Source: an optimization exercise on an open RTL-to-GDS flow (aim: small area and few clock cycles). Production flows keep margins and buffers that such runs may drop.
The RTL was checked by simulation tests, not by an equivalence proof against the original design.
Power figures rest on the tool's default switching activity, not on a simulated workload.

==> flow/design.v <==
module jnge_channel (
    input  wire        clk,
    input  wire        rst,
    input  wire        clear,
    input  wire        rx_valid,
    output wire        rx_ready,
    input  wire [7:0]  rx_data,
    output wire        tx_valid,
    input  wire        tx_ready,
    output wire [7:0]  tx_data,
    output wire        tx_last,
    output wire        diag_valid,
    output wire [1:0]  diag_kind,
    output wire [63:0] diag_frame,
    input  wire        rs_mode,
    input  wire        rs_ac,
    input  wire [15:0] rs_bat,
    input  wire [15:0] rs_on,
    input  wire [15:0] rs_off,
    output wire        wr_on,
    output wire        wr_off,
    output wire [15:0] wr_value,
    input  wire        slot,
    output wire [6:0]  rom_addr,
    input  wire [15:0] rom_data
);
    localparam [1:0] K_RUN   = 2'd0;
    localparam [1:0] K_BASIC = 2'd1;
    localparam [1:0] K_ACK   = 2'd2;
    localparam [1:0] K_EXC   = 2'd3;
    localparam [1:0] EV_CRC     = 2'd0;
    localparam [1:0] EV_UNKNOWN = 2'd1;
    localparam [1:0] EV_ILLEGAL = 2'd2;
    function [15:0] crc_byte;
        input [15:0] crc;
        input [7:0]  data;
        integer i;
        reg [15:0] c;
        begin
            c = crc ^ {8'h00, data};
            for (i = 0; i < 8; i = i + 1)
                c = c[0] ? ((c >> 1) ^ 16'hA001) : (c >> 1);
            crc_byte = c;
        end
    endfunction
    reg [7:0]  rx_buf [0:7];
    reg [3:0]  rx_ptr;       
    reg [15:0] rx_crc;       
    wire full = rx_ptr[3];
    reg        tx_active;
    reg [1:0]  tx_kind;
    reg [6:0]  tx_idx;       
    reg [15:0] tx_crc;
    reg        f_ac;         
    reg        f_mode;       
    reg [7:0]  nb;           
    reg        nb_ok;
    reg hold;
    always @(*) begin
        case (tx_kind)
            K_RUN:   hold = (tx_idx < 7'd21);
            K_BASIC: hold = (tx_idx < 7'd49);
            K_ACK:   hold = (tx_idx < 7'd6);
            default: hold = 1'b0;
        endcase
        hold = hold && tx_active;
    end
    assign rx_ready = full ? !tx_active : (!rx_ptr[2] || !hold);
    wire rx_take = rx_valid && rx_ready;
    wire dispatch = full && !tx_active && !clear && !rst;
    wire [47:0] hdr = {rx_buf[0], rx_buf[1], rx_buf[2], rx_buf[3], rx_buf[4], rx_buf[5]};
    wire crc_ok    = (rx_crc == 16'h0000);
    wire is_run    = (hdr == 48'h061210000024);
    wire is_basic  = (hdr == 48'h061610240027);
    wire is_write  = (hdr[47:32] == 16'h0618);
    wire is_wr_on  = is_write && (hdr[31:16] == 16'h1037);
    wire is_wr_off = is_write && (hdr[31:16] == 16'h1038);
    wire is_wr_ill = is_write && !is_wr_on && !is_wr_off;
    wire answered  = crc_ok && (is_run || is_basic || is_write);
    assign wr_on    = dispatch && crc_ok && is_wr_on;
    assign wr_off   = dispatch && crc_ok && is_wr_off;
    assign wr_value = hdr[15:0];
    assign diag_valid = dispatch && !(crc_ok && (is_run || is_basic || is_wr_on || is_wr_off));
    assign diag_kind  = !crc_ok ? EV_CRC : (is_wr_ill ? EV_ILLEGAL : EV_UNKNOWN);
    assign diag_frame = {hdr, rx_buf[6], rx_buf[7]};
    reg [6:0] body_len;
    always @(*) begin
        case (tx_kind)
            K_RUN:   body_len = 7'd79;
            K_BASIC: body_len = 7'd85;
            K_ACK:   body_len = 7'd6;
            default: body_len = 7'd3;
        endcase
    end
    assign rom_addr = {tx_kind[0], tx_idx[6:1]};
    wire [7:0] rom_byte = tx_idx[0] ? rom_data[7:0] : rom_data[15:8];
    reg [7:0] fix_byte;
    reg       fix_ok;
    always @(*) begin
        fix_ok   = 1'b1;
        fix_byte = 8'hxx;
        if (tx_idx >= body_len) begin
            fix_byte = tx_crc[7:0];
        end else begin
            case (tx_kind)
                K_RUN: begin
                    case (tx_idx)
                        7'd0:    fix_byte = 8'h06;
                        7'd1:    fix_byte = 8'h12;
                        7'd9:    fix_byte = f_ac   ? 8'h00 : 8'h08;
                        7'd10:   fix_byte = f_ac   ? 8'h00 : 8'hFC;
                        7'd19:   fix_byte = rx_buf[4];
                        7'd20:   fix_byte = rx_buf[5];
                        7'd71:   fix_byte = f_mode ? 8'h00 : 8'h07;
                        7'd72:   fix_byte = f_mode ? 8'h32 : 8'h08;
                        7'd77:   fix_byte = f_mode ? 8'h00 : 8'h2E;
                        7'd78:   fix_byte = f_mode ? 8'h00 : 8'hE0;
                        default: fix_ok = 1'b0;
                    endcase
                end
                K_BASIC: begin
                    case (tx_idx)
                        7'd0:    fix_byte = 8'h06;
                        7'd1:    fix_byte = 8'h16;
                        7'd45:   fix_byte = rx_buf[4];
                        7'd46:   fix_byte = rx_buf[5];
                        7'd47:   fix_byte = rx_buf[6];
                        7'd48:   fix_byte = rx_buf[7];
                        default: fix_ok = 1'b0;
                    endcase
                end
                K_ACK: begin
                    case (tx_idx)
                        7'd0:    fix_byte = 8'h06;
                        7'd1:    fix_byte = 8'h18;
                        7'd2:    fix_byte = 8'h10;
                        7'd3:    fix_byte = f_ac ? 8'h38 : 8'h37;
                        7'd4:    fix_byte = rx_buf[4];
                        default: fix_byte = rx_buf[5];
                    endcase
                end
                default: begin
                    case (tx_idx)
                        7'd0:    fix_byte = 8'h06;
                        7'd1:    fix_byte = 8'h98;
                        default: fix_byte = 8'h02;
                    endcase
                end
            endcase
        end
    end
    wire byte_ok = fix_ok || nb_ok || slot;
    assign tx_valid = tx_active ? byte_ok : (dispatch && answered);
    assign tx_data  = !tx_active ? 8'h06 : fix_ok ? fix_byte : nb_ok ? nb : rom_byte;
    assign tx_last  = tx_active && (tx_idx == body_len + 7'd1);
    wire tx_take = tx_active && byte_ok && tx_ready;
    always @(posedge clk) begin
        if (rx_take) begin
            rx_buf[rx_ptr[2:0]] <= rx_data;
            rx_crc <= crc_byte((rx_ptr[2:0] == 3'd0) ? 16'hFFFF : rx_crc, rx_data);
        end
        if (dispatch && is_run) begin
            rx_buf[4] <= rs_bat[15:8];
            rx_buf[5] <= rs_bat[7:0];
        end
        if (dispatch && is_basic) begin
            rx_buf[4] <= rs_on[15:8];
            rx_buf[5] <= rs_on[7:0];
            rx_buf[6] <= rs_off[15:8];
            rx_buf[7] <= rs_off[7:0];
        end
        if (tx_take) begin
            nb_ok <= slot && !tx_idx[0];
            nb    <= rom_data[7:0];
        end else if (slot && !nb_ok) begin
            nb_ok <= 1'b1;
            nb    <= rom_byte;
        end
        if (!tx_active)
            nb_ok <= 1'b0;
        if (rst || clear) begin
            rx_ptr    <= 4'd0;
            tx_active <= 1'b0;
        end else begin
            if (full && !tx_active)
                rx_ptr <= {3'd0, rx_take};
            else if (rx_take)
                rx_ptr <= rx_ptr + 4'd1;
            if (dispatch) begin
                tx_active <= answered;
                if (is_run)
                    tx_kind <= K_RUN;
                else if (is_basic)
                    tx_kind <= K_BASIC;
                else if (is_wr_ill)
                    tx_kind <= K_EXC;
                else
                    tx_kind <= K_ACK;
                f_ac   <= is_run ? rs_ac : rx_buf[3][3];
                f_mode <= rs_mode;
                if (tx_ready) begin
                    tx_idx <= 7'd1;
                    tx_crc <= crc_byte(16'hFFFF, 8'h06);
                end else begin
                    tx_idx <= 7'd0;
                    tx_crc <= 16'hFFFF;
                end
            end else if (tx_take) begin
                tx_crc <= crc_byte(tx_crc, tx_data);
                tx_idx <= tx_idx + 7'd1;
                if (tx_last)
                    tx_active <= 1'b0;
            end
        end
    end
endmodule
module jnge_engine (
    input  wire         clk,
    input  wire         rst,
    input  wire [3:0]   rx_valid,
    output wire [3:0]   rx_ready,
    input  wire [31:0]  rx_data,
    output wire [3:0]   tx_valid,
    input  wire [3:0]   tx_ready,
    output wire [31:0]  tx_data,
    output wire [3:0]   tx_last,
    input  wire [3:0]   ch_clear,
    input  wire         h_valid,
    input  wire [2:0]   h_op,
    input  wire [15:0]  h_wdata,
    output wire [49:0]  h_rdata,
    output wire [3:0]   diag_valid,
    output wire [7:0]   diag_kind,
    output wire [255:0] diag_frame
);
    localparam integer NCHAN = 4;
    localparam        INIT_MODE     = 1'b0;       
    localparam        INIT_AC_STATE = 1'b0;       
    localparam [15:0] INIT_BAT_VOLT = 16'h0208;
    localparam [15:0] INIT_ON_THR   = 16'h0104;
    localparam [15:0] INIT_OFF_THR  = 16'h00F0;
    localparam [2:0] HSET_MODE = 3'd1;
    localparam [2:0] HSET_AC   = 3'd2;
    localparam [2:0] HSET_BAT  = 3'd3;
    localparam [2:0] HSET_ON   = 3'd4;
    localparam [2:0] HSET_OFF  = 3'd5;
    reg        rs_mode;
    reg        rs_ac;
    reg [15:0] rs_bat;
    reg [15:0] rs_on;
    reg [15:0] rs_off;
    assign h_rdata = {rs_mode, rs_ac, rs_bat, rs_on, rs_off};
    wire [NCHAN-1:0] wr_on;
    wire [NCHAN-1:0] wr_off;
    wire [16*NCHAN-1:0] wr_value;
    reg ph;
    always @(posedge clk)
        ph <= rst ? 1'b0 : !ph;
    wire [7*NCHAN-1:0]  rom_addr;
    wire [15:0]         rom_data [0:NCHAN/2-1];
    genvar c;
    generate
        for (c = 0; c < NCHAN; c = c + 1) begin : ch
            jnge_channel u_chan (
                .clk        (clk),
                .rst        (rst),
                .clear      (ch_clear[c]),
                .rx_valid   (rx_valid[c]),
                .rx_ready   (rx_ready[c]),
                .rx_data    (rx_data[8*c +: 8]),
                .tx_valid   (tx_valid[c]),
                .tx_ready   (tx_ready[c]),
                .tx_data    (tx_data[8*c +: 8]),
                .tx_last    (tx_last[c]),
                .diag_valid (diag_valid[c]),
                .diag_kind  (diag_kind[2*c +: 2]),
                .diag_frame (diag_frame[64*c +: 64]),
                .rs_mode    (rs_mode),
                .rs_ac      (rs_ac),
                .rs_bat     (rs_bat),
                .rs_on      (rs_on),
                .rs_off     (rs_off),
                .wr_on      (wr_on[c]),
                .wr_off     (wr_off[c]),
                .wr_value   (wr_value[16*c +: 16]),
                .slot       (ph == c[0]),
                .rom_addr   (rom_addr[7*c +: 7]),
                .rom_data   (rom_data[c/2])
            );
        end
        for (c = 0; c < NCHAN/2; c = c + 1) begin : rom
            jnge_rom u_rom (
                .addr (ph ? rom_addr[7*(2*c+1) +: 7] : rom_addr[7*(2*c) +: 7]),
                .data (rom_data[c])
            );
        end
    endgenerate
    reg [15:0] next_on;
    reg [15:0] next_off;
    integer i;
    always @(*) begin
        next_on  = rs_on;
        next_off = rs_off;
        for (i = 0; i < NCHAN; i = i + 1) begin
            if (wr_on[i])
                next_on = wr_value[16*i +: 16];
            if (wr_off[i])
                next_off = wr_value[16*i +: 16];
        end
        if (h_valid && h_op == HSET_ON)
            next_on = h_wdata;
        if (h_valid && h_op == HSET_OFF)
            next_off = h_wdata;
    end
    always @(posedge clk) begin
        if (rst) begin
            rs_mode <= INIT_MODE;
            rs_ac   <= INIT_AC_STATE;
            rs_bat  <= INIT_BAT_VOLT;
            rs_on   <= INIT_ON_THR;
            rs_off  <= INIT_OFF_THR;
        end else begin
            if (h_valid && h_op == HSET_MODE)
                rs_mode <= h_wdata[0];
            if (h_valid && h_op == HSET_AC)
                rs_ac <= h_wdata[0];
            if (h_valid && h_op == HSET_BAT)
                rs_bat <= h_wdata;
            rs_on  <= next_on;
            rs_off <= next_off;
        end
    end
endmodule
module jnge_rom (
    input  wire [6:0]  addr,
    output reg  [15:0] data
);
    localparam [8*79-1:0] TPL_RUN   = 632'h061248D1D2D3D4559F05437978049AF212AA4D4F2622AA9EBEFFD372E294DA39C445C0F259B2668EF0F267DBA87028328D89DBB5C3EB8E86E84D8CEF00CA64EE9D5DC13D3822A55224E67E75CFA82D;
    localparam [8*85-1:0] TPL_BASIC = 680'h06164ED1D2D3D447D9E75B63D3A021C2D6CE263B91874E6824D617F7E0530C3675F1A0D159DA899FC96D0388B515880D95C9CFD627CFB3ACDA74E5035411AE37675BD60F3451E4CB6A99832F2E1E643EAFF5AA39B4;
    localparam [8*86-1:0] RUN_W   = {TPL_RUN, 56'h0};
    localparam [8*86-1:0] BASIC_W = {TPL_BASIC, 8'h0};
    always @(*) begin
        data = 16'hxxxx;
        if (!addr[6]) begin
            if (addr[5:0] < 6'd40)
                data = RUN_W[8*86-1-16*addr[5:0] -: 16];
        end else begin
            if (addr[5:0] < 6'd43)
                data = BASIC_W[8*86-1-16*addr[5:0] -: 16];
        end
    end
endmodule
==> flow/flow/run.sh <==
#!/bin/bash
# Layout flow: the standard synthesis, then the combinational logic is
# re-mapped with a stronger ABC area script (registers untouched: same
# instance names and cell types), then the standard ORFS flow from
# floorplan to finish. Port buffers use the smallest buffer cell.
set -euo pipefail
WORK=$(pwd)
FLOWDIR=$WORK/flow
R=$WORK/orfs/results/$FLOW_PLATFORM/jnge_engine/base
LIB=$FLOW_HOME/platforms/$FLOW_PLATFORM/lib/sky130_fd_sc_hd__tt_025C_1v80.lib

# 1. standard synthesis
bash standard.sh synth > $WORK/synth_std.log 2>&1
cp $R/1_2_yosys.v $WORK/1_2_yosys_std.v

# 2. re-map the combinational logic
export RS_LIB=$LIB RS_TOP=$FLOW_TOP RS_DIR=$WORK RS_SCRIPT=$FLOWDIR/area.abc
export RS_IN=$WORK/1_2_yosys_std.v RS_OUT=$WORK/1_2_yosys_rs.v
export RS_DONT_USE="$(sed -n '/DONT_USE_CELLS += /,/^#/p' $FLOW_HOME/platforms/$FLOW_PLATFORM/config.mk | grep -o 'sky130_fd_sc_hd__[a-z0-9_]*' | tr '\n' ' ')"
ok=0
if yosys -c $FLOWDIR/resynth.tcl > $WORK/resynth.log 2>&1; then
    # the registers must be exactly the standard synthesis's
    regs() { grep -E '^\s*sky130_fd_sc_hd__[a-z]*df[a-z0-9_]* ' "$1" | sed 's/($//' | awk '{print $1, $2}' | sort; }
    regs $RS_IN > $WORK/regs_std.txt
    regs $RS_OUT > $WORK/regs_rs.txt
    if cmp -s $WORK/regs_std.txt $WORK/regs_rs.txt && [ -s $WORK/regs_std.txt ]; then
        ok=1
    fi
fi
echo "resynthesis used: $ok" | tee $WORK/resynth_used.txt
if [ $ok = 1 ]; then
    cp $RS_OUT $R/1_2_yosys.v
    rm -f $R/1_synth.odb $R/1_synth.sdc
fi

# 3. the rest of the standard flow
bash standard.sh "BUFFER_PORTS_ARGS=-buffer_cell sky130_fd_sc_hd__buf_1" finish > $WORK/finish.log 2>&1
==> flow/flow/area.abc <==
strash
dch -f
map -a
mfs2
strash
dch -f
map -a
mfs2
strash
dch -f
map -a
topo
==> flow/flow/resynth.tcl <==
# Re-map the combinational logic of the standard synthesis netlist with a
# stronger ABC area script. Registers (and any cell without a logic
# function) stay as they are, with their instance names and cell types.
set lib $::env(RS_LIB)
yosys read_liberty -ignore_miss_func $lib
yosys read_verilog $::env(RS_IN)
yosys hierarchy -top $::env(RS_TOP)
yosys setattr -mod -set keep_hierarchy 1 sky130_fd_sc_hd__*df*
yosys tee -o $::env(RS_DIR)/rs_before.txt stat -liberty $lib
yosys flatten
yosys opt_clean -purge
yosys rename -hide w:*.*
set du {}
foreach c $::env(RS_DONT_USE) { lappend du -dont_use $c }
yosys abc -script $::env(RS_SCRIPT) -liberty $lib {*}$du
yosys opt_clean -purge
yosys splitnets
yosys opt_clean -purge
yosys hilomap -singleton -hicell sky130_fd_sc_hd__conb_1 HI -locell sky130_fd_sc_hd__conb_1 LO
yosys insbuf -buf sky130_fd_sc_hd__buf_4 A X
yosys delete =sky130_fd_sc_hd__*
yosys read_liberty -lib -ignore_miss_func $lib
yosys tee -o $::env(RS_DIR)/rs_after.txt stat -liberty $lib
yosys check -assert -mapped
yosys write_verilog -noattr -nohex -nodec $::env(RS_OUT)
==> flow/standard.sh <==
#!/bin/bash
# synth_recipe.tcl (not shown) runs the flow's synth.tcl, then flattens the netlist and writes it again
# the make line also repeats each setting of config.mk as NAME=value (left out here)
make -C /OpenROAD-flow-scripts/flow DESIGN_CONFIG=/design/flow/config.mk WORK_HOME=/design/flow/orfs CLKGATE_MAP_FILE= SYNTH_SCRIPT=/design/flow/synth_recipe.tcl "${@:-finish}"
==> flow/config.mk <==
export PLATFORM = sky130hd
export DESIGN_NAME = jnge_engine
export DESIGN_NICKNAME = jnge_engine
export VERILOG_FILES = /design/flow/design.v
export SDC_FILE = /design/flow/constraint.sdc
export NUM_CORES = 4
export LEC_CHECK = 0
export ABC_AREA = 1
export CAP_MARGIN = 20
export CORE_MARGIN = 2
export CORE_UTILIZATION = 40
export CTS_BUF_LIST = sky130_fd_sc_hd__clkbuf_4
export SLEW_MARGIN = 20
==> flow/constraint.sdc <==
create_clock -name core_clock -period 10.0 [get_ports {clk}]
set_input_delay 2.0000 -clock core_clock [delete_from_list [all_inputs] [get_ports {clk}]]
set_output_delay 2.0000 -clock core_clock [all_outputs]
set_load 0.01 [all_outputs]
==> PnR_summary.wiki, run 1 <==
{| class="wikitable"
! Metric !! Value
|-
| Skew final || 0.0618 ns
|-
| Worst min-delay path endpoint || ch[1].u_chan.rx_ptr[3]
|-
| Wire length of the first global-routing pass || 216 mm
|-
| Residual antenna-violating net count after detailed routing || 0
|-
| Design Area, Final || 37900 um2
|-
| CP endpoint kind || primary output
|-
| Final Setup Violations || 0
|-
| Hold wc startpoint || ch[1].u_chan.rx_ptr[3]
|-
| Largest net degree at the start of global routing || 35
|-
| Maximum resistive drop on vdd || 118 uV
|-
| R2R Path Start || ch[0].u_chan.tx_idx[1]
|-
| Row Count || 104
|-
| Routed length per instance || 25.9 um
|-
| Routed wire length || 151 mm
|-
| Classification of the worst-slack hold path || reg2reg
|-
| Hold-fix buffers at CTS || 0
|-
| Final Util || 0.471
|-
| Run status || complete, no violations
|-
| Number of nets produced by synthesis || 4056
|-
| Total clock buffers created by CTS || 152
|-
| Worst endpoint required time || 8.00 ns
|-
| Core Area || 80500 um2
|-
| Category of the most critical setup path || reg2out
|-
| Maximum frequency from static timing analysis || 110 MHz
|-
| Slew margin rel. || 0.273
|-
| Clock Sink Count || 535
|-
| Startpoint kind of the worst setup timing path || register
|-
| Ratio of final minimum period to clock period || 0.909
|-
| Power Total || 5260 uW
|-
| Register clock-pin slew on the reported worst setup and hold paths || 0.07 ns
|-
| Remaining design rule violation count || 0
|-
| Unrepaired setup endpoints after global routing || no
|-
| Insertion delay to the later sink of the worst-skew pair || 1.02 ns
|-
| H-tree depth reported by CTS || 4
|-
| Cell count of the worst hold path || 2
|-
| Worst setup path startpoint || ch[0].u_chan.tx_idx[1]
|-
| Number of setup buffers added after CTS || 0
|-
| Detailed-placement wirelength estimate || 117 mm
|-
| Chip height || 289 um
|-
| Number of cells traversed by the worst register-to-register path || 26
|-
| CTS Root Cell || clkbuf_4
|-
| Initial core utilization || 0.404
|-
| Synthesized area per cell || 8.15 um2
|-
| Die span in x || 289 um
|-
| Max_cap viols || 0
|-
| Via density || 6.07
|-
| Syn Std Cell Area || 32500 um2
|-
| Number of top-level pins || 428
|-
| Share of post-route cells with drive strength above 1 || 0.0810
|-
| Power density over cell area || 139 nW/um2
|-
| Grt ovf || 0
|-
| Mapped Cells || 3990
|-
| Count of warnings emitted by yosys || 3
|-
| Initial detailed-routing violation count || 4992
|-
| Leak pwr || 0.0127 uW
|-
| All-layer global routing usage || 0.350
|-
| Count of final hold-check violations || 0
|-
| TritonCTS clock tree || done
|-
| Actual transition at the worst max-transition pin || 1.08 ns
|-
| Number of detailed-route iterations in the first pass || 8
|-
| Arrival time at the worst endpoint || 7.09 ns
|-
| Routability congestion estimate || 1.06
|-
| Number of antenna violations at the first check in global routing || 5
|-
| Setup tns final || 0 ns
|-
| Routed vias || 35302
|-
| Clk buf depth || 3
|-
| Largest driver fanout on the critical path || 10
|-
| Fin. max-slew vios || 0
|-
| Post-synthesis to final-layout area growth || 16.6%
|-
| Resized Gates After CTS || 0
|-
| Buffers on Ports || 427
|-
| Area after detailed placement || 36000 um2
|-
| Endpoint of the worst-slack reg-to-reg timing path || ch[0].u_chan.tx_crc[0]
|-
| Number of global-route vias before repair || 32745
|-
| Final Net Count || 4702
|-
| Final period demand of the worst path || 9.09 ns
|-
| Minimum setup slack among reg-to-reg paths || 2.48 ns
|-
| Area enclosed by the die boundary || 83600 um2
|}
[worst max-delay path by stage]
stage / to
finish: tx_data[4]
global route: tx_data[4]
CTS: tx_data[4]
detailed placement: tx_data[4]
global placement: tx_data[4]
floorplan: tx_data[24]
[flip-flops by register name, summed over array words and instances (netlist names), 8 cells and up]
signal	count
ch.u_chan.nb	32
ch.u_chan.rx_buf	256
ch.u_chan.rx_crc	64
ch.u_chan.rx_ptr	16
ch.u_chan.tx_crc	64
ch.u_chan.tx_idx	28
ch.u_chan.tx_kind	8
rs_bat	16
rs_off	16
rs_on	16
[area by class of cell]
| type | count | area, um2 |
|---|---|---|
| well taps | 1060 | 1330 |
| diodes | 4 | 10.0 |
| clock buffers | 216 | 1620 |
| flip-flops and latches | 535 | 15300 |
| inverters | 535 | 2010 |
| multi-input cells | 2920 | 15300 |
| repair buffers | 492 | 2090 |
| fillers | 8284 | 42600 |
| clock inverters | 54 | 307 |
[placed cells by master, fill, tap and decap left out, types with 54 or more instances in the layout]
| master | n |
|---|---|
| a21oi_1 | 324 |
| a221oi_1 | 54 |
| buf_1 | 426 |
| buf_4 | 62 |
| clkbuf_4 | 216 |
| clkinv_1 | 561 |
| dfxtp_1 | 75 |
| edfxtp_1 | 460 |
| nand2_1 | 466 |
| nand3_1 | 119 |
| nor2_1 | 607 |
| nor3_1 | 136 |
| nor4_1 | 72 |
| o21ai_0 | 537 |
| xnor2_1 | 77 |
| xor2_1 | 90 |
[power by group]
part / switching [uW] / internal, uW / total (uW) / leakage [uW]
Clock: 1040 / 1020 / 2060 / 0.00115
Combinational: 467 / 185 / 652 / 0.00673
Sequential: 45.4 / 2510 / 2550 / 0.00481
Total: 1550 / 3710 / 5260 / 0.0127
[through the flow]
step	hold slack, ns	std cells	setup slack (ns)
after floorplan	0.435	3990	3.05
after global placement	0.443	5539	2.12
after detailed placement	0.452	5540	2.10
after CTS	0.460	5810	1.00
after global routing	0.495	5814	0.184
final	0.461	5816	0.906
[routing by layer]
layer	share of wire	vias to the layer above	track usage
li1	-	15862	-
met1	0.41	16537	0.476
met2	0.42	2400	0.514
met3	0.11	503	0.0783
met4	0.061	0	0.195
met5	0	-	0
[critical path: stages, from the launching register on]
cell and delay (ns):
edfxtp_1 0.42, clkinv_1 0.15, o21ai_0 0.71, clkinv_1 0.27
nor2_1 0.30, nor2_1 0.10, nor2_1 0.20, nor2_1 0.09
nor2_1 0.63, nor2_1 0.13, buf_4 0.24, nand2_1 0.09
nor2_1 0.07, nor2_1 0.38, clkinv_1 0.19, nor2_1 0.32
clkinv_1 0.11, nor2_1 0.25, nor3_1 0.09, a221oi_1 0.32
nor2_1 0.11, nor3_1 0.25, o22ai_1 0.16, a21oi_1 0.25
buf_1 0.27
Testbench counts, summed over its fixed seeds: cycles 84,410.
==> inputs of run 2 (changes only) <==
--- a/flow/design.v
+++ b/flow/design.v
@@ -55,13 +55,29 @@
     reg        f_mode;       
     reg [7:0]  nb;           
     reg        nb_ok;
-    reg hold;
+    reg hold, in_crc, at_last;
     always @(*) begin
         case (tx_kind)
-            K_RUN:   hold = (tx_idx < 7'd21);
-            K_BASIC: hold = (tx_idx < 7'd49);
-            K_ACK:   hold = (tx_idx < 7'd6);
-            default: hold = 1'b0;
+            K_RUN: begin     
+                hold    = tx_idx < 7'd21;
+                in_crc  = tx_idx[6] && (tx_idx[4] || tx_idx[3:0] == 4'hF);
+                at_last = tx_idx[6] && tx_idx[4];
+            end
+            K_BASIC: begin   
+                hold    = tx_idx < 7'd49;
+                in_crc  = tx_idx[6] && tx_idx[4] && tx_idx[2] && (tx_idx[1] || tx_idx[0]);
+                at_last = tx_idx[6] && tx_idx[4] && tx_idx[2] && tx_idx[1];
+            end
+            K_ACK: begin     
+                hold    = !(tx_idx[2] && tx_idx[1]);
+                in_crc  = tx_idx[2] && tx_idx[1];
+                at_last = tx_idx[2] && tx_idx[1] && tx_idx[0];
+            end
+            default: begin   
+                hold    = 1'b0;
+                in_crc  = tx_idx[2] || (tx_idx[1] && tx_idx[0]);
+                at_last = tx_idx[2];
+            end
         endcase
         hold = hold && tx_active;
     end
@@ -83,15 +99,6 @@
     assign diag_valid = dispatch && !(crc_ok && (is_run || is_basic || is_wr_on || is_wr_off));
     assign diag_kind  = !crc_ok ? EV_CRC : (is_wr_ill ? EV_ILLEGAL : EV_UNKNOWN);
     assign diag_frame = {hdr, rx_buf[6], rx_buf[7]};
-    reg [6:0] body_len;
-    always @(*) begin
-        case (tx_kind)
-            K_RUN:   body_len = 7'd79;
-            K_BASIC: body_len = 7'd85;
-            K_ACK:   body_len = 7'd6;
-            default: body_len = 7'd3;
-        endcase
-    end
     assign rom_addr = {tx_kind[0], tx_idx[6:1]};
     wire [7:0] rom_byte = tx_idx[0] ? rom_data[7:0] : rom_data[15:8];
     reg [7:0] fix_byte;
@@ -99,7 +106,7 @@
     always @(*) begin
         fix_ok   = 1'b1;
         fix_byte = 8'hxx;
-        if (tx_idx >= body_len) begin
+        if (in_crc) begin
             fix_byte = tx_crc[7:0];
         end else begin
             case (tx_kind)
@@ -152,7 +159,7 @@
     wire byte_ok = fix_ok || nb_ok || slot;
     assign tx_valid = tx_active ? byte_ok : (dispatch && answered);
     assign tx_data  = !tx_active ? 8'h06 : fix_ok ? fix_byte : nb_ok ? nb : rom_byte;
-    assign tx_last  = tx_active && (tx_idx == body_len + 7'd1);
+    assign tx_last  = tx_active && at_last;
     wire tx_take = tx_active && byte_ok && tx_ready;
     always @(posedge clk) begin
         if (rx_take) begin
--- a/flow/flow/run.sh
+++ b/flow/flow/run.sh
@@ -2,7 +2,8 @@
 # Layout flow: the standard synthesis, then the combinational logic is
 # re-mapped with a stronger ABC area script (registers untouched: same
 # instance names and cell types), then the standard ORFS flow from
-# floorplan to finish. Port buffers use the smallest buffer cell.
+# floorplan to finish. Port buffers use the smallest buffer cell; the clock
+# tree uses small clock buffers in small clusters, without dummy loads.
 set -euo pipefail
 WORK=$(pwd)
 FLOWDIR=$WORK/flow
@@ -34,4 +35,6 @@
 fi
 
 # 3. the rest of the standard flow
-bash standard.sh "BUFFER_PORTS_ARGS=-buffer_cell sky130_fd_sc_hd__buf_1" finish > $WORK/finish.log 2>&1
+bash standard.sh "BUFFER_PORTS_ARGS=-buffer_cell sky130_fd_sc_hd__buf_1" \
+    "CTS_ARGS=-sink_clustering_enable -repair_clock_nets -dont_use_dummy_load -buf_list sky130_fd_sc_hd__clkbuf_4 -sink_clustering_size 8 -sink_clustering_max_diameter 40" \
+    finish > $WORK/finish.log 2>&1
==> flow/flow/area.abc (replaced) <==
strash
 dch -f
 amap
 mfs2
 strash
 dch -f
 amap
 mfs2
 strash
 dch -f
 amap
 mfs2
 strash
 dch -f
 amap
 topo
--- a/flow/config.mk
+++ b/flow/config.mk
@@ -9,5 +9,4 @@
 export CAP_MARGIN = 20
 export CORE_MARGIN = 2
 export CORE_UTILIZATION = 40
-export CTS_BUF_LIST = sky130_fd_sc_hd__clkbuf_4
 export SLEW_MARGIN = 20
==> run 2 against run 1 <==
- global-route usage grew 4.5 points
- via count rose by 1.7%
- count of clock-buffer cells in the layout fell by 121
- clock skew rose by 0.086 ns
- still clean on timing, DRC and antenna
- final area shrank 3.9%
- critical path type unchanged
- synthesized cell count fell by 4.3%
- register-to-register slack worse by 0.71 ns
- first-iteration DRC count up 5.4%
- clock power down 41%
==> PnR_summary.wiki, run 2 <==
{| class="wikitable"
! Metric !! Value
|-
| Routed wire length || 168 mm (+11%)
|-
| CTS Root Cell || clkbuf_4
|-
| Fin. max-slew vios || 0 (unchanged)
|-
| Number of top-level pins || 428 (unchanged)
|-
| Endpoint of the worst-slack reg-to-reg timing path || ch[1].u_chan.tx_crc[0]
|-
| Actual transition at the worst max-transition pin || 1.21 ns (+0.134 ns)
|-
| Slew margin rel. || 0.169 (-0.104)
|-
| Routed vias || 35903 (+1.7%)
|-
| Wire length of the first global-routing pass || 236 mm (+9.4%)
|-
| Arrival time at the worst endpoint || 7.41 ns (+0.32 ns)
|-
| Residual antenna-violating net count after detailed routing || 0 (unchanged)
|-
| Core Area || 79100 um2 (-1.8%)
|-
| Routed wl met2 || 69.4 mm (+8.5%)
|-
| Worst endpoint required time || 8.00 ns (about the same)
|-
| Power density over cell area || 122 nW/um2 (-12%)
|-
| Number of detailed-route iterations in the first pass || 6 (-2)
|-
| Ratio of final minimum period to clock period || 0.941 (+0.0318)
|-
| Top register by number of flip-flops || ch.u_chan.rx_buf
|-
| Buffers and inverters on the worst path || 8 (+2)
|-
| Synthesized area per cell || 8.38 um2 (+2.8%)
|-
| Die span in x || 287 um (-0.83%)
|-
| Initial core utilization || 0.404 (about the same)
|-
| Crit-path slowest cell || o22ai_2
|-
| Unrepaired setup endpoints after global routing || yes
|-
| Maximum frequency from static timing analysis || 106 MHz (-3.4%)
|-
| Worst min-delay path endpoint || ch[1].u_chan.tx_crc[4]
|-
| Initial detailed-routing violation count || 5261 (+5.4%)
|-
| Fillers || 8175 (-1.3%)
|-
| Remaining design rule violation count || 0 (unchanged)
|-
| Detailed-placement wirelength estimate || 133 mm (+13%)
|-
| Uppermost layer routed || met5
|-
| Minimum setup slack among reg-to-reg paths || 1.77 ns (-0.71 ns)
|-
| Cell mode on critical path || nor2_1
|-
| Skew final || 0.147 ns (+0.0857 ns)
|-
| Register clock-pin slew on the reported worst setup and hold paths || 0.09 ns (+0.02 ns)
|-
| Biggest registers after layout || ch.u_chan.rx_buf: 256 flops, ch.u_chan.rx_crc: 64 flops, ch.u_chan.tx_crc: 64 flops
|-
| Routed length per instance || 30.6 um (+18%)
|-
| Crit-path max cell delay || 0.52 ns (-0.19 ns)
|-
| Area taken by flip-flops and latches || 15300 um2 (unchanged)
|-
| Clk buf depth || 3 (unchanged)
|-
| Post-synthesis to final-layout area growth || 13.9%
|-
| Total area of multi-input combinational cells || 15100 um2 (-1.2%)
|-
| Final period demand of the worst path || 9.41 ns (+0.318 ns)
|-
| H-tree depth reported by CTS || 3 (-1)
|-
| Buffers on Ports || 427 (unchanged)
|-
| Run status || complete, no violations
|-
| Hold-fix buffers at CTS || 0 (unchanged)
|-
| Highest-count cells in the layout ignoring fill and taps || nor2_1 (709), edfxtp_1 (460), clkinv_1 (454), buf_1 (426), o21ai_0 (368)
|-
| Number of antenna violations at the first check in global routing || 13 (+8)
|-
| Row Count || 103 (-0.96%)
|-
| Met1 routed wirelength after detailed routing || 68.2 mm (+11%)
|-
| Largest driver fanout on the critical path || 11 (+1)
|-
| Final Util || 0.460 (-0.0104)
|-
| Category of the most critical setup path || reg2out
|-
| Final Setup Violations || 0 (unchanged)
|-
| Number of cells traversed by the worst register-to-register path || 34 (+31%)
|-
| R2R Path Start || ph
|-
| Clock Sink Count || 535 (unchanged)
|-
| Total length of routed met3 wires || 21.9 mm (+35%)
|-
| Routability congestion estimate || 1.08 (+2.2%)
|-
| Hold wc startpoint || ch[1].u_chan.tx_crc[12]
|-
| Power Total || 4460 uW (-15%)
|-
| Maximum resistive drop on vdd || 99.8 uV (-16%)
|-
| Insertion delay to the later sink of the worst-skew pair || 0.96 ns (-0.06 ns)
|-
| Startpoint kind of the worst setup timing path || register
|-
| Count of final hold-check violations || 0 (unchanged)
|-
| Area enclosed by the die boundary || 82200 um2 (-1.6%)
|-
| All-layer global routing usage || 0.394 (+0.0449)
|-
| Max reg flops || 256 (unchanged)
|-
| Classification of the worst-slack hold path || reg2reg
|-
| TritonCTS clock tree || done
|-
| Grt ovf || 0 (unchanged)
|-
| Setup tns final || 0 ns (unchanged)
|-
| Final Net Count || 4499 (-4.3%)
|-
| CP endpoint kind || primary output
|-
| Share of post-route cells with drive strength above 1 || 0.0469 (-0.0341)
|-
| Count of warnings emitted by yosys || 3 (unchanged)
|-
| Number of nets produced by synthesis || 3884 (-4.2%)
|-
| Max_cap viols || 0 (unchanged)
|-
| Cell count of the worst hold path || 1 (-1)
|-
| Syn Std Cell Area || 32000 um2 (-1.7%)
|-
| Family with the most delay on the worst path || simple AND/OR/NAND/NOR gates
|-
| Chip height || 287 um (-0.83%)
|-
| Number of global-route vias before repair || 32960 (+0.66%)
|-
| Total clock buffers created by CTS || 95 (-38%)
|-
| Mapped Cells || 3818 (-4.3%)
|-
| Leak pwr || 0.0111 uW (-12%)
|-
| Largest net degree at the start of global routing || 41 (+17%)
|-
| Via density || 6.54 (+7.7%)
|-
| Commonest non-fill, non-tap cell in the layout || nor2_1
|}
## run 2: per-stage QoR
| step | hold WS (ns) | cells | area [um2] | setup slack, ns |
|---|---|---|---|---|
| floorplan | 0.458 | 3818 | 32000 | 1.51 |
| global route | 0.519 | 5487 | 36400 | -0.0672 |
| CTS | 0.501 | 5480 | 36400 | 0.205 |
| detailed placement | 0.491 | 5385 | 35700 | 1.16 |
| global placement | 0.471 | 5385 | 35700 | 1.16 |
| finish | 0.500 | 5492 | 36400 | 0.588 |
## run 2: repair_timing
action | 4_1_cts | 5_1_grt
endpoints found under the setup margin | 0 | 13
setup buffers | 0 | 0
resized for setup | 0 | 9
## run 2: cell type report
type                       instances  area share
timing repair buffer             518      0.0629
tap                             1050      0.0361
inverter                         454      0.0468
antenna                           11    0.000755
sequential                       535       0.420
multi-input combinational       2829       0.414
clock buffer                      95      0.0196
## run 2: worst max path at each step
stage	cells after the start	startpoint	endpoint	slack, ns
detailed placement	25	ph	tx_data[9]	1.16
floorplan	19	ph	tx_data[10]	1.51
global placement	24	ph	tx_data[28]	1.16
finish	26	ph	tx_data[2]	0.59
global route	26	ph	tx_data[10]	-0.07
CTS	25	ph	tx_data[9]	0.21
## run 2: power by group
| part | switching, uW | total, uW | internal [uW] | leakage, uW |
|---|---|---|---|---|
| Sequential | 36.7 | 2520 | 2480 | 0.00481 |
| Combinational | 532 | 715 | 183 | 0.00589 |
| Clock | 792 | 1220 | 431 | 0.000437 |
| Total | 1360 | 4460 | 3100 | 0.0111 |
## run 2: routing by layer
layer  vias up  track usage
li1      15634            -
met4         8        0.168
met2      2719        0.568
met3       457        0.104
met5         -            0
met1     17085        0.557
Testbench counts of run 2, summed over its fixed seeds: cycles 84,410.
==> inputs of run 3 (changes only) <==
--- a/flow/design.v
+++ b/flow/design.v
@@ -45,7 +45,8 @@
     endfunction
     reg [7:0]  rx_buf [0:7];
     reg [3:0]  rx_ptr;       
-    reg [15:0] rx_crc;       
+    reg        crc_lo_ok;    
+    reg        crc_ok;       
     wire full = rx_ptr[3];
     reg        tx_active;
     reg [1:0]  tx_kind;
@@ -55,37 +56,49 @@
     reg        f_mode;       
     reg [7:0]  nb;           
     reg        nb_ok;
-    reg hold, in_crc, at_last;
+    reg hold_lo, hold_hi, in_crc, at_last;
     always @(*) begin
         case (tx_kind)
             K_RUN: begin     
-                hold    = tx_idx < 7'd21;
+                hold_lo = tx_idx < 7'd21;
+                hold_hi = 1'b0;
                 in_crc  = tx_idx[6] && (tx_idx[4] || tx_idx[3:0] == 4'hF);
                 at_last = tx_idx[6] && tx_idx[4];
             end
             K_BASIC: begin   
-                hold    = tx_idx < 7'd49;
+                hold_lo = tx_idx < 7'd47;
+                hold_hi = tx_idx < 7'd49;
                 in_crc  = tx_idx[6] && tx_idx[4] && tx_idx[2] && (tx_idx[1] || tx_idx[0]);
                 at_last = tx_idx[6] && tx_idx[4] && tx_idx[2] && tx_idx[1];
             end
             K_ACK: begin     
-                hold    = !(tx_idx[2] && tx_idx[1]);
+                hold_lo = 1'b0;
+                hold_hi = !(tx_idx[2] && tx_idx[1]);
                 in_crc  = tx_idx[2] && tx_idx[1];
                 at_last = tx_idx[2] && tx_idx[1] && tx_idx[0];
             end
             default: begin   
-                hold    = 1'b0;
+                hold_lo = 1'b0;
+                hold_hi = 1'b0;
                 in_crc  = tx_idx[2] || (tx_idx[1] && tx_idx[0]);
                 at_last = tx_idx[2];
             end
         endcase
-        hold = hold && tx_active;
+        hold_lo = hold_lo && tx_active;
+        hold_hi = hold_hi && tx_active;
     end
-    assign rx_ready = full ? !tx_active : (!rx_ptr[2] || !hold);
+    reg rx_free;
+    always @(*) begin
+        case (rx_ptr[2:1])
+            2'd1:    rx_free = !hold_lo;
+            2'd2:    rx_free = !hold_hi;
+            default: rx_free = 1'b1;
+        endcase
+    end
+    assign rx_ready = full ? !tx_active : rx_free;
     wire rx_take = rx_valid && rx_ready;
     wire dispatch = full && !tx_active && !clear && !rst;
     wire [47:0] hdr = {rx_buf[0], rx_buf[1], rx_buf[2], rx_buf[3], rx_buf[4], rx_buf[5]};
-    wire crc_ok    = (rx_crc == 16'h0000);
     wire is_run    = (hdr == 48'h061210000024);
     wire is_basic  = (hdr == 48'h061610240027);
     wire is_write  = (hdr[47:32] == 16'h0618);
@@ -116,8 +129,8 @@
                         7'd1:    fix_byte = 8'h12;
                         7'd9:    fix_byte = f_ac   ? 8'h00 : 8'h08;
                         7'd10:   fix_byte = f_ac   ? 8'h00 : 8'hFC;
-                        7'd19:   fix_byte = rx_buf[4];
-                        7'd20:   fix_byte = rx_buf[5];
+                        7'd19:   fix_byte = rx_buf[2];
+                        7'd20:   fix_byte = rx_buf[3];
                         7'd71:   fix_byte = f_mode ? 8'h00 : 8'h07;
                         7'd72:   fix_byte = f_mode ? 8'h32 : 8'h08;
                         7'd77:   fix_byte = f_mode ? 8'h00 : 8'h2E;
@@ -129,10 +142,10 @@
                     case (tx_idx)
                         7'd0:    fix_byte = 8'h06;
                         7'd1:    fix_byte = 8'h16;
-                        7'd45:   fix_byte = rx_buf[4];
-                        7'd46:   fix_byte = rx_buf[5];
-                        7'd47:   fix_byte = rx_buf[6];
-                        7'd48:   fix_byte = rx_buf[7];
+                        7'd45:   fix_byte = rx_buf[2];
+                        7'd46:   fix_byte = rx_buf[3];
+                        7'd47:   fix_byte = rx_buf[4];
+                        7'd48:   fix_byte = rx_buf[5];
                         default: fix_ok = 1'b0;
                     endcase
                 end
@@ -164,17 +177,22 @@
     always @(posedge clk) begin
         if (rx_take) begin
             rx_buf[rx_ptr[2:0]] <= rx_data;
-            rx_crc <= crc_byte((rx_ptr[2:0] == 3'd0) ? 16'hFFFF : rx_crc, rx_data);
+            if (!(rx_ptr[2] && rx_ptr[1]))
+                {rx_buf[7], rx_buf[6]} <= crc_byte((rx_ptr[2:0] == 3'd0) ? 16'hFFFF : {rx_buf[7], rx_buf[6]}, rx_data);
+            if (rx_ptr[2:0] == 3'd6)
+                crc_lo_ok <= (rx_data == rx_buf[6]);
+            if (rx_ptr[2:0] == 3'd7)
+                crc_ok <= crc_lo_ok && (rx_data == rx_buf[7]);
         end
         if (dispatch && is_run) begin
-            rx_buf[4] <= rs_bat[15:8];
-            rx_buf[5] <= rs_bat[7:0];
+            rx_buf[2] <= rs_bat[15:8];
+            rx_buf[3] <= rs_bat[7:0];
         end
         if (dispatch && is_basic) begin
-            rx_buf[4] <= rs_on[15:8];
-            rx_buf[5] <= rs_on[7:0];
-            rx_buf[6] <= rs_off[15:8];
-            rx_buf[7] <= rs_off[7:0];
+            rx_buf[2] <= rs_on[15:8];
+            rx_buf[3] <= rs_on[7:0];
+            rx_buf[4] <= rs_off[15:8];
+            rx_buf[5] <= rs_off[7:0];
         end
         if (tx_take) begin
             nb_ok <= slot && !tx_idx[0];
--- a/flow/config.mk
+++ b/flow/config.mk
@@ -9,4 +9,5 @@
 export CAP_MARGIN = 20
 export CORE_MARGIN = 2
 export CORE_UTILIZATION = 40
+export GPL_TIMING_DRIVEN = 0
 export SLEW_MARGIN = 20
==> run 3 against run 2 <==
- still clean on timing, DRC and antenna
- critical path depth down 3
- final cell count is 0.38% lower
- sequential share of layout area down 3.3 points
- sequential power shrank 8.7%
- clock power fell by 6%
- clock skew fell by 0.0062 ns
- worst setup slack got worse by 0.23 ns
- die area decreased by 3.1%
- combinational power grew 8.1%
- largest power group unchanged
==> PnR_summary.wiki, run 3 <==
{| class="wikitable"
! Metric !! Value
|-
| Maximum frequency from static timing analysis || 104 MHz (-2.4%)
|-
| Worst Hold Margin || 0.493 ns (-0.00752 ns)
|-
| Setup Slack @ Placement || -0.262 ns (-1.42 ns)
|-
| Routability congestion estimate || 1.05 (-2.8%)
|-
| Initial core utilization || 0.402 (-0.00214)
|-
| Arrival time at the worst endpoint || 7.64 ns (+0.23 ns)
|-
| Buffers on Ports || 427 (unchanged)
|-
| Core Area || 77100 um2 (-2.6%)
|-
| Remaining design rule violation count || 0 (unchanged)
|-
| Fin. max-slew vios || 0 (unchanged)
|-
| Max reg flops || 256 (unchanged)
|-
| Row Count || 102 (-0.97%)
|-
| Commonest non-fill, non-tap cell in the layout || nor2_1
|-
| Count of warnings emitted by yosys || 3 (unchanged)
|-
| Skew final || 0.141 ns (-0.00624 ns)
|-
| Number of cells traversed by the worst register-to-register path || 32 (-5.9%)
|-
| Worst endpoint required time || 8.00 ns (about the same)
|-
| Number of detailed-route iterations in the first pass || 9 (+3)
|-
| Residual antenna-violating net count after detailed routing || 0 (unchanged)
|-
| Grt ovf || 0 (unchanged)
|-
| Number of global-route vias before repair || 32279 (-2.1%)
|-
| Maximum resistive drop on vdd || 88.9 uV (-11%)
|-
| Chip height || 282 um (-1.5%)
|-
| CTS Root Cell || clkbuf_4
|-
| Biggest registers after layout || ch.u_chan.rx_buf: 256 flops, ch.u_chan.tx_crc: 64 flops, ch.u_chan.nb: 32 flops
|-
| Number of top-level pins || 428 (unchanged)
|-
| All-layer global routing usage || 0.373 (-0.0213)
|-
| Max_cap viols || 0 (unchanged)
|-
| Largest net degree at the start of global routing || 36 (-12%)
|-
| Routed vias || 35678 (-0.63%)
|-
| Synthesized area per cell || 7.99 um2 (-4.6%)
|-
| Top register by number of flip-flops || ch.u_chan.rx_buf
|-
| Share of post-route cells with drive strength above 1 || 0.0409 (-0.00607)
|-
| Number of antenna violations at the first check in global routing || 4 (-9)
|-
| Number of nets produced by synthesis || 3945 (+1.6%)
|-
| Total clock buffers created by CTS || 91 (-4.2%)
|-
| CP endpoint kind || primary output
|-
| Actual transition at the worst max-transition pin || 1.20 ns (-0.0110 ns)
|-
| Count of final hold-check violations || 0 (unchanged)
|-
| Final Setup Violations || 0 (unchanged)
|-
| Run status || complete, no violations
|-
| Final Net Count || 4496 (-0.067%)
|-
| Largest driver fanout on the critical path || 22 (+11)
|-
| Detailed-placement wirelength estimate || 118 mm (-11%)
|-
| Insertion delay to the later sink of the worst-skew pair || 0.90 ns (-0.06 ns)
|-
| Routed length per instance || 28.1 um (-8.1%)
|-
| Clock Sink Count || 479 (-10%)
|-
| Hold wc startpoint || ch[2].u_chan.rx_ptr[3]
|-
| TritonCTS clock tree || done
|-
| Category of the most critical setup path || reg2out
|-
| Worst Slack Setup Final || 0.359 ns (-0.229 ns)
|-
| Mapped Cells || 3879 (+1.6%)
|-
| Placed Cells incl. Taps || 5375 (-0.19%)
|-
| Unrepaired setup endpoints after global routing || no
|-
| Endpoint of the worst-slack reg-to-reg timing path || ch[1].u_chan.tx_crc[0]
|-
| Clk buf depth || 3 (unchanged)
|-
| Final period demand of the worst path || 9.64 ns (+0.229 ns)
|-
| Initial detailed-routing violation count || 5321 (+1.1%)
|-
| Area enclosed by the die boundary || 79700 um2 (-3.1%)
|-
| Highest-count cells in the layout ignoring fill and taps || nor2_1 (685), clkinv_1 (470), buf_1 (426), o21ai_0 (404), edfxtp_1 (404)
|-
| Routed wire length || 154 mm (-8.5%)
|-
| Setup tns final || 0 ns (unchanged)
|-
| Post-synthesis to final-layout area growth || 13.7%
|-
| R2R Path Start || ph
|-
| Syn Std Cell Area || 31000 um2 (-3.1%)
|-
| Leak pwr || 0.0106 uW (-4.5%)
|-
| Classification of the worst-slack hold path || reg2reg
|-
| Fillers || 8042 (-1.6%)
|-
| Wire length of the first global-routing pass || 221 mm (-6.6%)
|-
| Register clock-pin slew on the reported worst setup and hold paths || 0.09 ns (about the same)
|-
| Power density over cell area || 120 nW/um2 (-2.0%)
|-
| Slew margin rel. || 0.177 (+0.00751)
|-
| Power Total || 4220 uW (-5.2%)
|-
| Worst min-delay path endpoint || ch[2].u_chan.rx_ptr[3]
|-
| Startpoint kind of the worst setup timing path || register
|-
| Minimum setup slack among reg-to-reg paths || 1.49 ns (-0.28 ns)
|-
| Die span in x || 282 um (-1.5%)
|-
| Cell count of the worst hold path || 2 (+1)
|-
| H-tree depth reported by CTS || 3 (unchanged)
|-
| Ratio of final minimum period to clock period || 0.964 (+0.0229)
|-
| Via density || 6.52 (-0.25%)
|-
| Number of standard cells in the final layout excluding fillers || 5471 (-0.38%)
|}
-- run 3: timing repair --
action	CTS	global route
hold endpoints to repair	0	0
hold buffers	0	0
setup endpoints to repair	34	31
buffers inserted	0	0
gates resized for setup	8	15
-- run 3: stage by stage --
stage | util | cell area [um2]
finish | 0.457 | 35200
global route | 0.457 | 35200
detailed placement | 0.447 | 34400
global placement | 0.440 | 33900
CTS | 0.456 | 35100
floorplan | - | 31000
-- run 3: worst max-delay path: stages, from the launching register on --
cell,delay [ns]
dfxtp_2,0.50
inv_4,0.32
o22ai_1,0.28
nand2_1,0.24
clkinv_1,0.15
nor2_1,0.40
nor2_1,0.21
nor2_1,0.23
nor2b_2,0.17
nor2_1,0.50
clkinv_1,0.55
nor2_1,0.58
nor2_1,0.21
clkinv_1,0.11
nor2_1,0.13
nor2_1,0.26
nor2_1,0.05
o21ai_0,0.17
a31oi_1,0.18
or3_1,0.42
o21a_1,0.12
o21a_1,0.20
a2111oi_1,0.56
buf_1,0.22
-- run 3: power breakdown --
| group | switching (uW) | internal [uW] | total [uW] |
|---|---|---|---|
| Sequential | 66.0 | 2230 | 2300 |
| Clock | 739 | 412 | 1150 |
| Combinational | 550 | 222 | 773 |
| Total | 1360 | 2870 | 4220 |
-- run 3: area by class of cell --
class	instances	area (um2)	area share
Antenna cell	3	7.51	0.000213
Multi-Input combinational cell	2928	15900	0.451
Inverter	472	1780	0.0505
Timing Repair Buffer	458	1960	0.0556
Tap cell	1040	1300	0.0369
Clock buffer	91	683	0.0194
Sequential cell	479	13600	0.387
-- run 3: per-layer routing --
metal,share of wire,GRT usage
met3,0.11,0.0807
met4,0.059,0.176
met5,0.00017,0
met1,0.40,0.522
met2,0.42,0.549
-- run 3: how the worst max path moves through the flow --
stage	start	to	slack, ns
after floorplan	ph	tx_data[29]	1.42
after global placement	ph	tx_data[29]	-2.54
after detailed placement	ph	tx_data[14]	-0.26
after CTS	ph	tx_data[29]	0.05
after global routing	ph	tx_data[2]	0.05
final	ph	tx_data[8]	0.36
Testbench counts of run 3, summed over its fixed seeds: cycles 84,410.
==> inputs of run 4 (changes only) <==
--- a/flow/config.mk
+++ b/flow/config.mk
@@ -9,5 +9,4 @@
 export CAP_MARGIN = 20
 export CORE_MARGIN = 2
 export CORE_UTILIZATION = 40
-export GPL_TIMING_DRIVEN = 0
 export SLEW_MARGIN = 20
==> run 4 against run 3 <==
- utilization decreased by 0.070 points
- clock skew increased by 0.0072 ns
- count of clock-buffer cells in the layout increased by 1
- final cell count increased by 0.66%
- still clean on timing, DRC and antenna
- first-iteration DRC count decreased by 0.45%
- total power increased by 0.38%
- flip-flop and latch count unchanged
- critical path depth decreased by 2
- register-to-register slack improved by 0.20 ns
- sequential power about the same
==> PnR_summary.wiki, run 4 <==
{| class="wikitable"
! Metric !! Value
|-
| Run status || complete, no violations
|-
| Routed length per instance || 28.8 um (+2.7%)
|-
| Register clock-pin slew on the reported worst setup and hold paths || 0.09 ns (about the same)
|-
| Largest net degree at the start of global routing || 39 (+8.3%)
|-
| Crit-path slowest cell || a2111oi_0
|-
| Area enclosed by the die boundary || 79700 um2 (unchanged)
|-
| Final Net Count || 4532 (+0.80%)
|-
| Post-synthesis to final-layout area growth || 13.5%
|-
| Hold wc startpoint || ch[2].u_chan.rx_ptr[3]
|-
| Count of final hold-check violations || 0 (unchanged)
|-
| Arrival time at the worst endpoint || 7.46 ns (-0.18 ns)
|-
| Buffers and inverters on the worst path || 7 (+2)
|-
| Initial core utilization || 0.402 (unchanged)
|-
| Max_cap viols || 0 (unchanged)
|-
| Routed vias || 36043 (+1.0%)
|-
| Endpoint of the worst-slack reg-to-reg timing path || ch[3].u_chan.tx_crc[0]
|-
| Number of antenna violations at the first check in global routing || 7 (+3)
|-
| Number of cells traversed by the worst register-to-register path || 34 (+6.3%)
|-
| Total clock buffers created by CTS || 92 (+1.1%)
|-
| Remaining design rule violation count || 0 (unchanged)
|-
| Row Count || 102 (unchanged)
|-
| Buffers on Ports || 427 (unchanged)
|-
| Detailed-placement wirelength estimate || 123 mm (+4.4%)
|-
| Routed wire length || 159 mm (+3.4%)
|-
| Skew final || 0.148 ns (+0.00722 ns)
|-
| CTS Root Cell || clkbuf_4
|-
| Number of standard cells in the final layout excluding fillers || 5507 (+0.66%)
|-
| Number of detailed-route iterations in the first pass || 9 (unchanged)
|-
| H-tree depth reported by CTS || 3 (unchanged)
|-
| Actual transition at the worst max-transition pin || 1.24 ns (+0.0313 ns)
|-
| Top register by number of flip-flops || ch.u_chan.rx_buf
|-
| Number of top-level pins || 428 (unchanged)
|-
| All-layer global routing usage || 0.384 (+0.0112)
|-
| Number of nets produced by synthesis || 3945 (unchanged)
|-
| Clk buf depth || 3 (unchanged)
|-
| Final Util || 0.456 (-0.000698)
|-
| TritonCTS clock tree || done
|-
| Fin. max-slew vios || 0 (unchanged)
|-
| Maximum frequency from static timing analysis || 106 MHz (+1.9%)
|-
| Chip height || 282 um (unchanged)
|-
| Synthesized area per cell || 7.99 um2 (unchanged)
|-
| Residual antenna-violating net count after detailed routing || 0 (unchanged)
|-
| Share of post-route cells with drive strength above 1 || 0.0401 (-0.000778)
|-
| Power density over cell area || 121 nW/um2 (+0.53%)
|-
| Routability congestion estimate || 1.05 (-0.22%)
|-
| Largest driver fanout on the critical path || 22 (unchanged)
|-
| Die span in x || 282 um (unchanged)
|-
| Number of setup buffers added after CTS || 0 (unchanged)
|-
| Wire length of the first global-routing pass || 225 mm (+2.1%)
|-
| Minimum setup slack among reg-to-reg paths || 1.69 ns (+0.20 ns)
|-
| Insertion delay to the later sink of the worst-skew pair || 0.93 ns (+0.03 ns)
|-
| Ratio of final minimum period to clock period || 0.946 (-0.0184)
|-
| CP Cell Sequence || buf_4 -> clkinv_1 -> o22ai_1 -> nand2_1 -> clkinv_1 -> nor2_1 -> nor2_1 -> nor2_1 -> nor2b_1 -> nor2_1 -> clkinv_1 -> nor2_1 -> clkinv_1 -> o21ai_0 -> clkinv_1 -> o41ai_1 -> o221a_1 -> or3_1 -> a31oi_1 -> a2111oi_0 -> buf_1
|-
| Category of the most critical setup path || reg2out
|-
| Maximum resistive drop on vdd || 93.7 uV (+5.4%)
|-
| Leak pwr || 0.0107 uW (+0.83%)
|-
| Highest-count cells in the layout ignoring fill and taps || nor2_1 (697), clkinv_1 (472), buf_1 (426), o21ai_0 (411), edfxtp_1 (404)
|-
| Worst Slack Setup Final || 0.543 ns (+0.184 ns)
|-
| Count of warnings emitted by yosys || 3 (unchanged)
|-
| Slew margin rel. || 0.155 (-0.0214)
|-
| Family with the most delay on the worst path || simple AND/OR/NAND/NOR gates
|-
| Setup tns final || 0 ns (unchanged)
|-
| Via density || 6.54 (+0.36%)
|-
| Final period demand of the worst path || 9.46 ns (-0.184 ns)
|-
| Startpoint kind of the worst setup timing path || register
|-
| Classification of the worst-slack hold path || reg2reg
|-
| Initial detailed-routing violation count || 5297 (-0.45%)
|-
| Grt ovf || 0 (unchanged)
|-
| Setup Slack @ Placement || 1.61 ns (+1.87 ns)
|-
| Number of global-route vias before repair || 32730 (+1.4%)
|-
| Worst endpoint required time || 8.00 ns (about the same)
|-
| Mapped Cells || 3879 (unchanged)
|-
| Clock Sink Count || 479 (unchanged)
|-
| Crit-path max cell delay || 0.86 ns (+0.28 ns)
|-
| Worst min-delay path endpoint || ch[2].u_chan.rx_ptr[3]
|-
| Hold-fix buffers at CTS || 0 (unchanged)
|-
| Unrepaired setup endpoints after global routing || no
|-
| R2R Path Start || ph
|-
| Final Setup Violations || 0 (unchanged)
|-
| Max reg flops || 256 (unchanged)
|-
| Cell count of the worst hold path || 2 (unchanged)
|-
| Biggest registers after layout || ch.u_chan.rx_buf: 256 flops, ch.u_chan.tx_crc: 64 flops, ch.u_chan.nb: 32 flops
|-
| Placed Cells incl. Taps || 5412 (+0.69%)
|-
| Core Area || 77100 um2 (unchanged)
|-
| CP endpoint kind || primary output
|-
| Commonest non-fill, non-tap cell in the layout || nor2_1
|-
| Syn Std Cell Area || 31000 um2 (unchanged)
|}
[run 4: routing by layer]
metal  vias to the layer above  share of wire  GRT usage
li1                      15899              -          -
met1                     16879           0.40      0.523
met2                      2706           0.42      0.561
met3                       553           0.12     0.0895
met4                         6          0.067      0.215
met5                         -        0.00027          0
[run 4: final cells by class]
cell class	instances	area (um2)
clock buffer	92	691
antenna	3	7.51
sequential	479	13600
inverter	472	1770
multi-input combinational	2928	15700
tap	1040	1300
timing repair buffer	493	2100
fill	8052	41900
[run 4: through the flow]
stage | instance area [um2] | power, uW | hold WS (ns)
after CTS | 35200 | 4220 | 0.494
after global routing | 35200 | 4380 | 0.524
final | 35200 | 4240 | 0.493
after detailed placement | 34500 | 3090 | 0.472
after global placement | 34500 | 3110 | 0.462
after floorplan | 31000 | 2770 | 0.448
[run 4: worst max path at each step]
| stage | from | to | slack (ns) | depth (start not counted) |
|---|---|---|---|---|
| after floorplan | ph | tx_data[29] | 1.42 | 14 |
| after global placement | ph | tx_data[13] | 1.71 | 23 |
| after detailed placement | ph | tx_data[13] | 1.61 | 23 |
| after CTS | ph | tx_data[13] | 0.63 | 23 |
| after global routing | ph | tx_data[29] | 0.03 | 20 |
| final | ph | tx_data[14] | 0.54 | 21 |
[run 4: repair_timing]
action	4_1_cts	5_1_grt
endpoints found under the setup margin	0	4
gates resized for setup	0	3
hold endpoints to repair	0	0
[run 4: report_power, final]
group,leakage [uW],internal [uW],switching (uW)
logic,0.00597,223,566
registers,0.00433,2230,63.3
clock network,0.000423,417,737
[run 4: tightest hold or removal path, stage by stage (launching register included)]
cell	delay (ns)
dfxtp_1	0.35
nor2_1	0.05
nor2_1	0.07
==> inputs of run 5 (changes only) <==
--- a/flow/design.v
+++ b/flow/design.v
@@ -51,7 +51,7 @@
     reg        tx_active;
     reg [1:0]  tx_kind;
     reg [6:0]  tx_idx;       
-    reg [15:0] tx_crc;
+    reg [15:0] tx_crc;       
     reg        f_ac;         
     reg        f_mode;       
     reg [7:0]  nb;           
@@ -119,7 +119,9 @@
     always @(*) begin
         fix_ok   = 1'b1;
         fix_byte = 8'hxx;
-        if (in_crc) begin
+        if (tx_idx == 7'd0) begin
+            fix_byte = 8'h06;
+        end else if (in_crc) begin
             fix_byte = tx_crc[7:0];
         end else begin
             case (tx_kind)
@@ -171,9 +173,10 @@
     end
     wire byte_ok = fix_ok || nb_ok || slot;
     assign tx_valid = tx_active ? byte_ok : (dispatch && answered);
-    assign tx_data  = !tx_active ? 8'h06 : fix_ok ? fix_byte : nb_ok ? nb : rom_byte;
+    assign tx_data  = fix_ok ? fix_byte : nb_ok ? nb : rom_byte;
     assign tx_last  = tx_active && at_last;
     wire tx_take = tx_active && byte_ok && tx_ready;
+    wire tx_sent = tx_valid && tx_ready;     
     always @(posedge clk) begin
         if (rx_take) begin
             rx_buf[rx_ptr[2:0]] <= rx_data;
@@ -206,6 +209,8 @@
         if (rst || clear) begin
             rx_ptr    <= 4'd0;
             tx_active <= 1'b0;
+            tx_idx    <= 7'd0;
+            tx_crc    <= 16'hFFFF;
         end else begin
             if (full && !tx_active)
                 rx_ptr <= {3'd0, rx_take};
@@ -223,18 +228,16 @@
                     tx_kind <= K_ACK;
                 f_ac   <= is_run ? rs_ac : rx_buf[3][3];
                 f_mode <= rs_mode;
-                if (tx_ready) begin
-                    tx_idx <= 7'd1;
-                    tx_crc <= crc_byte(16'hFFFF, 8'h06);
+            end
+            if (tx_sent) begin
+                if (tx_last) begin
+                    tx_active <= 1'b0;
+                    tx_idx    <= 7'd0;
+                    tx_crc    <= 16'hFFFF;
                 end else begin
-                    tx_idx <= 7'd0;
-                    tx_crc <= 16'hFFFF;
+                    tx_idx <= tx_idx + 7'd1;
+                    tx_crc <= crc_byte(tx_crc, tx_data);
                 end
-            end else if (tx_take) begin
-                tx_crc <= crc_byte(tx_crc, tx_data);
-                tx_idx <= tx_idx + 7'd1;
-                if (tx_last)
-                    tx_active <= 1'b0;
             end
         end
     end
==> run 5 against run 4 <==
- still clean on timing, DRC and antenna
- via count is 0.61% higher
- register-to-register slack got worse by 0.07 ns
- worst setup slack improved by 0.019 ns
- global-route usage fell by 0.16 points
- utilization increased by 0.19 points
- final area fell by 1.1%
- final cell count up 2.3%
- flip-flop and latch count did not move
==> PnR_summary.wiki, run 5 <==
{| class="wikitable"
! Metric !! Value
|-
| Row Count || 101 (-0.98%)
|-
| Biggest registers after layout || ch.u_chan.rx_buf: 256 flops, ch.u_chan.tx_crc: 64 flops, ch.u_chan.nb: 32 flops
|-
| Number of global-route vias before repair || 32703 (-0.082%)
|-
| All-layer global routing usage || 0.383 (-0.00159)
|-
| Maximum frequency from static timing analysis || 106 MHz (+0.20%)
|-
| Routed wire length || 156 mm (-1.6%)
|-
| Area enclosed by the die boundary || 78900 um2 (-1.0%)
|-
| Worst endpoint required time || 8.00 ns (about the same)
|-
| Highest-count cells in the layout ignoring fill and taps || nor2_1 (754), clkinv_1 (518), o21ai_0 (451), buf_1 (426), nand2_1 (327)
|-
| Final Net Count || 4668 (+3.0%)
|-
| Number of top-level pins || 428 (unchanged)
|-
| Maximum resistive drop on vdd || 92.3 uV (-1.4%)
|-
| Leak pwr || 0.0107 uW (about the same)
|-
| Max_cap viols || 0 (unchanged)
|-
| Number of antenna violations at the first check in global routing || 5 (-2)
|-
| Classification of the worst-slack hold path || reg2reg
|-
| Worst Slack Setup Final || 0.562 ns (+0.0186 ns)
|-
| CP endpoint kind || primary output
|-
| Max reg flops || 256 (unchanged)
|-
| Routability congestion estimate || 1.06 (+0.95%)
|-
| Placed Cells incl. Taps || 5542 (+2.4%)
|-
| Routed length per instance || 27.7 um (-3.8%)
|-
| Buffers on Ports || 427 (unchanged)
|-
| Final period demand of the worst path || 9.44 ns (-0.0186 ns)
|-
| H-tree depth reported by CTS || 3 (unchanged)
|-
| Detailed-placement wirelength estimate || 122 mm (-0.76%)
|-
| Initial core utilization || 0.404 (+0.00177)
|-
| Initial detailed-routing violation count || 4986 (-5.9%)
|-
| Commonest non-fill, non-tap cell in the layout || nor2_1
|-
| Startpoint kind of the worst setup timing path || register
|-
| Number of setup buffers added after CTS || 0 (unchanged)
|-
| Total clock buffers created by CTS || 88 (-4.3%)
|-
| Count of final hold-check violations || 0 (unchanged)
|-
| Core Area || 75900 um2 (-1.5%)
|-
| TritonCTS clock tree || done
|-
| Setup Slack @ Placement || 1.66 ns (+0.0493 ns)
|-
| Number of detailed-route iterations in the first pass || 7 (-2)
|-
| Mapped Cells || 4013 (+3.5%)
|-
| Syn Std Cell Area || 30700 um2 (-1.0%)
|-
| Unrepaired setup endpoints after global routing || no
|-
| Category of the most critical setup path || reg2out
|-
| Register clock-pin slew on the reported worst setup and hold paths || 0.08 ns (about the same)
|-
| Number of nets produced by synthesis || 4079 (+3.4%)
|-
| Arrival time at the worst endpoint || 7.44 ns (-0.02 ns)
|-
| CTS Root Cell || clkbuf_4
|-
| Power density over cell area || 112 nW/um2 (-6.8%)
|-
| Resized Gates After CTS || 0 (unchanged)
|-
| Slew margin rel. || 0.218 (+0.0625)
|-
| Grt ovf || 0 (unchanged)
|-
| Skew final || 0.214 ns (+0.0660 ns)
|-
| Final Util || 0.458 (+0.00188)
|-
| Largest net degree at the start of global routing || 43 (+10%)
|-
| Count of warnings emitted by yosys || 3 (unchanged)
|-
| Hold-fix buffers at CTS || 0 (unchanged)
|-
| Largest driver fanout on the critical path || 10 (-55%)
|-
| Fin. max-slew vios || 0 (unchanged)
|-
| Fillers || 7919 (-1.7%)
|-
| Insertion delay to the later sink of the worst-skew pair || 0.95 ns (+0.02 ns)
|-
| Post-synthesis to final-layout area growth || 13.5% (about the same)
|-
| Actual transition at the worst max-transition pin || 1.16 ns (-0.0741 ns)
|-
| Clock Sink Count || 479 (unchanged)
|-
| Chip height || 281 um (-0.51%)
|-
| Wire length of the first global-routing pass || 223 mm (-0.87%)
|-
| Die span in x || 281 um (-0.51%)
|-
| Top register by number of flip-flops || ch.u_chan.rx_buf
|-
| Via density || 6.44 (-1.6%)
|-
| Synthesized area per cell || 7.64 um2 (-4.3%)
|-
| Residual antenna-violating net count after detailed routing || 0 (unchanged)
|-
| Ratio of final minimum period to clock period || 0.944 (-0.00186)
|-
| Final Setup Violations || 0 (unchanged)
|-
| Remaining design rule violation count || 0 (unchanged)
|-
| Setup tns final || 0 ns (unchanged)
|-
| Run status || complete, no violations
|-
| Number of standard cells in the final layout excluding fillers || 5632 (+2.3%)
|-
| Routed vias || 36263 (+0.61%)
|-
| Clk buf depth || 3 (unchanged)
|-
| Share of post-route cells with drive strength above 1 || 0.0370 (-0.00314)
|-
| Minimum setup slack among reg-to-reg paths || 1.62 ns (-0.07 ns)
|}
## run 5: final cells by class
class | count | area (um2) | share of cell area
Clock buffer | 88 | 661 | 0.0190
Antenna cell | 2 | 5.00 | 0.000144
Inverter | 518 | 1940 | 0.0559
Multi-Input combinational cell | 3016 | 16100 | 0.461
Timing Repair Buffer | 499 | 2140 | 0.0616
Sequential cell | 479 | 12700 | 0.365
Tap cell | 1030 | 1290 | 0.0370
## run 5: worst max-delay path, stage by stage (launching register included)
cell,delay [ns]
dfxtp_1,0.41
clkinv_1,0.25
o22ai_1,0.69
clkinv_1,0.39
nor2_1,0.26
nor2_1,0.13
nor2_1,0.20
nor2_1,0.10
nor2_1,0.63
nor2_1,0.36
nor2_1,0.64
a21oi_1,0.21
nor2_1,0.24
nor2_1,0.16
nor2_1,0.13
a22oi_1,0.09
nor2_1,0.14
nor3_1,0.08
a211oi_1,0.64
o221a_1,0.30
a211oi_1,0.05
nor3_1,0.32
buf_1,0.25
## run 5: per-layer routing
layer	GRT usage	vias up	wire (um)
met1	0.539	17120	65700
met5	0	-	0
met3	0.0704	427	16300
met4	0.184	0	8560
met2	0.563	2393	65600
li1	-	16323	-
## run 5: through the flow
step,total power (uW),cell area (um2),hold slack [ns]
after floorplan,2580,30700,0.437
after global placement,2830,34100,0.451
after detailed placement,2820,34100,0.460
after CTS,3910,34800,0.477
after global routing,4050,34800,0.502
final,3910,34800,0.475
## run 5: final timing paths
path | from | to | depth (start not counted)
worst max-delay path | ch[3].u_chan.tx_idx[1] | tx_data[28] | 22
worst min register to register | ch[2].u_chan.tx_crc[8] | ch[2].u_chan.tx_crc[8] | 2
worst max register to register | ch[3].u_chan.tx_idx[1] | ch[3].u_chan.tx_crc[0] | 33
worst min-delay path | ch[2].u_chan.tx_crc[8] | ch[2].u_chan.tx_crc[8] | 2
## run 5: where the power goes
| part | total [uW] | internal (uW) | switching, uW |
|---|---|---|---|
| Sequential | 2230 | 2180 | 56.7 |
| Combinational | 570 | 163 | 407 |
| Clock | 1110 | 399 | 707 |
| Total | 3910 | 2740 | 1170 |
Testbench counts of run 5, summed over its fixed seeds: cycles 84,410.
